Source: an optimization exercise on an open RTL-to-GDS flow (aim: small area and a short achievable clock period). Production flows keep margins and buffers that such runs may drop.
Where RTL was checked, it was by simulation tests only, not by an equivalence proof against the original.
Power is estimated from default activity; no workload was simulated.

==> module scp_rx, before the edit <==
module scp_rx #(
    parameter BUF_BYTES = 64
) (
    input  wire                   clk,
    input  wire                   rst,
    input  wire [7:0]             cfg_sof,
    input  wire                   cfg_dup_suppress,
    input  wire [15:0]            cfg_max_dlen,
    input  wire [7:0]             cfg_prev_seq_reset,
    input  wire [63:0]            cfg_sub_ids,
    input  wire [3:0]             cfg_sub_en,
    input  wire                   in_valid,
    input  wire [7:0]             in_byte,
    input  wire                   abort,
    output reg                    ev_valid,
    output reg  [2:0]             ev_code,
    output wire [15:0]            ev_cmd,
    output wire [15:0]            ev_dlen,
    output wire [8*BUF_BYTES-1:0] ev_payload
);
    localparam [2:0] EV_NONE = 3'd0, EV_BAD_SOF = 3'd1, EV_DLEN_OVERFLOW = 3'd2,
                     EV_CRC8_MISMATCH = 3'd3, EV_CRC16_MISMATCH = 3'd4,
                     EV_DUPLICATE = 3'd5, EV_UNKNOWN_CMD = 3'd6, EV_DISPATCH = 3'd7;
    reg st_sof, st_dlen0, st_dlen1, st_seq, st_crc8, st_cmd0, st_cmd1, st_data,
        st_c16a, st_c16b;
    reg [6:0]  rx_dlen;         
    reg        rx_dlen_big;     
    reg [7:0]  rx_prev_seq;
    reg        rx_abandon;
    reg [15:0] rx_cmd;
    reg        rx_sub;          
    reg        rx_c16_lo_ok;    
    reg [5:0]  rx_offset;       
    reg        rx_last;         
    reg [7:0]  rx_c8_acc;
    reg [15:0] rx_c16_acc;
    reg [7:0]  rx_buf [0:BUF_BYTES-1];
    assign ev_cmd  = rx_cmd;
    assign ev_dlen = {9'd0, rx_dlen};
    genvar g;
    generate
        for (g = 0; g < BUF_BYTES; g = g + 1) begin : g_payload
            assign ev_payload[8*g +: 8] = rx_buf[g];
        end
    endgenerate
    wire [7:0]  c8_fed;
    wire [15:0] c16_fed;
    scp_crc8_byte  u_c8  (.acc(st_sof ? 8'hFF : rx_c8_acc),     .data(in_byte), .next(c8_fed));
    scp_crc16_byte u_c16 (.acc(st_sof ? 16'hFFFF : rx_c16_acc), .data(in_byte), .next(c16_fed));
    wire take      = in_valid;
    wire is_sof    = (in_byte == cfg_sof);
    wire dlen_big  = rx_dlen_big || (in_byte != 8'd0);
    wire c8_ok     = (in_byte == rx_c8_acc);
    wire c16_ok    = rx_c16_lo_ok && (in_byte == rx_c16_acc[15:8]);
    reg subscribed;
    integer k;
    always @(*) begin
        subscribed = 1'b0;
        for (k = 0; k < 4; k = k + 1)
            if (cfg_sub_en[k] && cfg_sub_ids[16*k +: 16] == rx_cmd)
                subscribed = 1'b1;
    end
    wire [7:0] wr_col = (take && st_data) ? (8'd1 << rx_offset[2:0]) : 8'd0;
    wire [7:0] wr_row = 8'd1 << rx_offset[5:3];
    integer b;
    always @(posedge clk) begin
        for (b = 0; b < BUF_BYTES; b = b + 1)
            if (wr_row[b / 8] && wr_col[b % 8])
                rx_buf[b] <= in_byte;
    end
    always @(posedge clk) begin
        rx_sub <= subscribed;
        if (take) begin
            rx_c8_acc <= c8_fed;
            if (!(st_c16a || st_c16b))
                rx_c16_acc <= c16_fed;
        end
        if (take && st_dlen0) begin
            rx_dlen     <= in_byte[6:0];
            rx_dlen_big <= (in_byte > 8'd64) ||
                           (cfg_max_dlen[15:8] == 8'd0 && in_byte > cfg_max_dlen[7:0]);
        end
        if (take && st_seq)
            rx_abandon <= cfg_dup_suppress && (in_byte == rx_prev_seq);
        if (take && st_cmd0) rx_cmd[7:0]  <= in_byte;
        if (take && st_cmd1) rx_cmd[15:8] <= in_byte;
        if (take && st_c16a) rx_c16_lo_ok <= (in_byte == rx_c16_acc[7:0]);
        if (!st_data)
            rx_offset <= 6'd0;
        else if (take)
            rx_offset <= rx_offset + 6'd1;
        if (take && st_cmd1)
            rx_last <= (rx_dlen == 7'd1);
        else if (take && st_data)
            rx_last <= ({1'b0, rx_offset} + 7'd2 == rx_dlen);
        if (rst) begin
            rx_prev_seq <= cfg_prev_seq_reset;
        end else if (take && st_seq && cfg_dup_suppress) begin
            rx_prev_seq <= in_byte;
        end
        if (rst) begin
            {st_sof, st_dlen0, st_dlen1, st_seq, st_crc8, st_cmd0, st_cmd1, st_data,
             st_c16a, st_c16b} <= 10'b1000000000;
            ev_valid <= 1'b0;
        end else begin
            ev_valid <= take;
            if (abort) begin
                {st_sof, st_dlen0, st_dlen1, st_seq, st_crc8, st_cmd0, st_cmd1, st_data,
                 st_c16a, st_c16b} <= 10'b1000000000;
            end else if (take) begin
                st_sof   <= (st_sof && !is_sof) || (st_dlen1 && dlen_big) ||
                            (st_crc8 && !c8_ok) || st_c16b;
                st_dlen0 <= st_sof && is_sof;
                st_dlen1 <= st_dlen0;
                st_seq   <= st_dlen1 && !dlen_big;
                st_crc8  <= st_seq;
                st_cmd0  <= st_crc8 && c8_ok;
                st_cmd1  <= st_cmd0;
                st_data  <= (st_cmd1 && rx_dlen != 7'd0) || (st_data && !rx_last);
                st_c16a  <= (st_cmd1 && rx_dlen == 7'd0) || (st_data && rx_last);
                st_c16b  <= st_c16a;
            end
        end
        if (st_sof && !is_sof)
            ev_code <= EV_BAD_SOF;
        else if (st_dlen1 && dlen_big)
            ev_code <= EV_DLEN_OVERFLOW;
        else if (st_crc8 && !c8_ok)
            ev_code <= EV_CRC8_MISMATCH;
        else if (st_c16b)
            ev_code <= !c16_ok    ? EV_CRC16_MISMATCH :
                       rx_abandon ? EV_DUPLICATE :
                       !rx_sub    ? EV_UNKNOWN_CMD : EV_DISPATCH;
        else
            ev_code <= EV_NONE;
    end
endmodule
clock: 5.0 ns
lec_check: 0
cap_margin: 20
core_margin: 2
core_utilization: 60
cts_cluster_diameter: 60
cts_cluster_size: 25
setup_slack_margin: 2.7
slew_margin: 20
standard.sh (not shown) runs the stock make flow with config.mk's settings and CLKGATE_MAP_FILE= SYNTH_SCRIPT=/design/flow/synth_recipe.tcl, a recipe that flattens the netlist after the stock synthesis.
==> flow/flow/run.sh <==
#!/bin/bash
# The standard ORFS layout (the standard.sh), with the port buffers that
# global placement inserts made sky130_fd_sc_hd__buf_1 instead of the delay
# buffer buffer_ports picks by itself. Every input and output port still gets
# its buffer; nothing else in the flow changes.
set -euo pipefail
export BUFFER_PORTS_ARGS="-buffer_cell sky130_fd_sc_hd__buf_1"
bash standard.sh > orfs_make.log 2>&1
Change:
--- a/flow/design.v
+++ b/flow/design.v
@@ -51,13 +51,15 @@
     reg        rx_dlen_big;     
     reg [7:0]  rx_prev_seq;
     reg        rx_abandon;
     reg [15:0] rx_cmd;
     reg        rx_sub;          
     reg        rx_c16_lo_ok;    
-    reg [5:0]  rx_offset;       
+    reg [7:0]  rx_row;          
+    reg [7:0]  rx_col;          
+    reg [6:0]  rx_rem;          
     reg        rx_last;         
     reg [7:0]  rx_c8_acc;
     reg [15:0] rx_c16_acc;
     reg [7:0]  rx_buf [0:BUF_BYTES-1];
     assign ev_cmd  = rx_cmd;
     assign ev_dlen = {9'd0, rx_dlen};
@@ -81,18 +83,16 @@
     always @(*) begin
         subscribed = 1'b0;
         for (k = 0; k < 4; k = k + 1)
             if (cfg_sub_en[k] && cfg_sub_ids[16*k +: 16] == rx_cmd)
                 subscribed = 1'b1;
     end
-    wire [7:0] wr_col = (take && st_data) ? (8'd1 << rx_offset[2:0]) : 8'd0;
-    wire [7:0] wr_row = 8'd1 << rx_offset[5:3];
     integer b;
     always @(posedge clk) begin
         for (b = 0; b < BUF_BYTES; b = b + 1)
-            if (wr_row[b / 8] && wr_col[b % 8])
+            if (rx_row[b / 8] && rx_col[b % 8])
                 rx_buf[b] <= in_byte;
     end
     always @(posedge clk) begin
         rx_sub <= subscribed;
         if (take) begin
             rx_c8_acc <= c8_fed;
@@ -106,20 +106,27 @@
         end
         if (take && st_seq)
             rx_abandon <= cfg_dup_suppress && (in_byte == rx_prev_seq);
         if (take && st_cmd0) rx_cmd[7:0]  <= in_byte;
         if (take && st_cmd1) rx_cmd[15:8] <= in_byte;
         if (take && st_c16a) rx_c16_lo_ok <= (in_byte == rx_c16_acc[7:0]);
-        if (!st_data)
-            rx_offset <= 6'd0;
-        else if (take)
-            rx_offset <= rx_offset + 6'd1;
-        if (take && st_cmd1)
+        if (take && st_cmd1) begin
+            rx_col  <= 8'd1;
+            rx_rem  <= rx_dlen;
             rx_last <= (rx_dlen == 7'd1);
+        end else if (take && st_data) begin
+            rx_col  <= {rx_col[6:0], rx_col[7]};
+            rx_rem  <= rx_rem - 7'd1;
+            rx_last <= (rx_rem == 7'd2);
+        end
+        if (rst || abort)
+            rx_row <= 8'd0;
+        else if (take && st_cmd1)
+            rx_row <= (rx_dlen != 7'd0) ? 8'd1 : 8'd0;
         else if (take && st_data)
-            rx_last <= ({1'b0, rx_offset} + 7'd2 == rx_dlen);
+            rx_row <= rx_last ? 8'd0 : rx_col[7] ? {rx_row[6:0], 1'b0} : rx_row;
         if (rst) begin
             rx_prev_seq <= cfg_prev_seq_reset;
         end else if (take && st_seq && cfg_dup_suppress) begin
             rx_prev_seq <= in_byte;
         end
         if (rst) begin
Result: The changed run ran to the end with no violations; routed wire length fell by 5.1%; first-iteration DRC count falls by about 18%; final area is higher by 0.99%; count of clock-buffer cells in the layout rose by 6; utilization went down by 1.3 points; setup slack gets better by 0.14 ns; synthesized area increases by about 2.4%; sequential share of layout area increases by 0.91 points; sequential power rises by about 3%; via count falls by 0.99%.
The RTL of the first run of this note was laid out without a check of its function.

port drivers added, routing unchanged:
The flow's constraints put no driver on any port. The routed layouts listed below were extracted and timed again, unchanged, in two steps.
Step 1 assumes that a clkbuf_16 drives the clock port and a buf_2 every other input.
Step 2 times the ports against the registers' clock, not the clock port: input delays grow and output delays shrink by t, the midpoint of the rising clock arrivals with the driver on.
Slacks: ideal / step 1 / step 2; pairs: ideal / step 1.
run | shift t [ns] | setup WS [ns] | worst data-port slew with drivers (ns)
the first run | 0.583 | 2.628 / 2.628 / 2.096 | 0.07
the second run | 0.595 | 2.763 / 2.708 / 2.220 | 0.08
After both steps setup and hold are still met in every run listed. The setup slack of the second run, which loses most, moves by -0.055 ns with the drivers and by -0.543 ns with both steps.
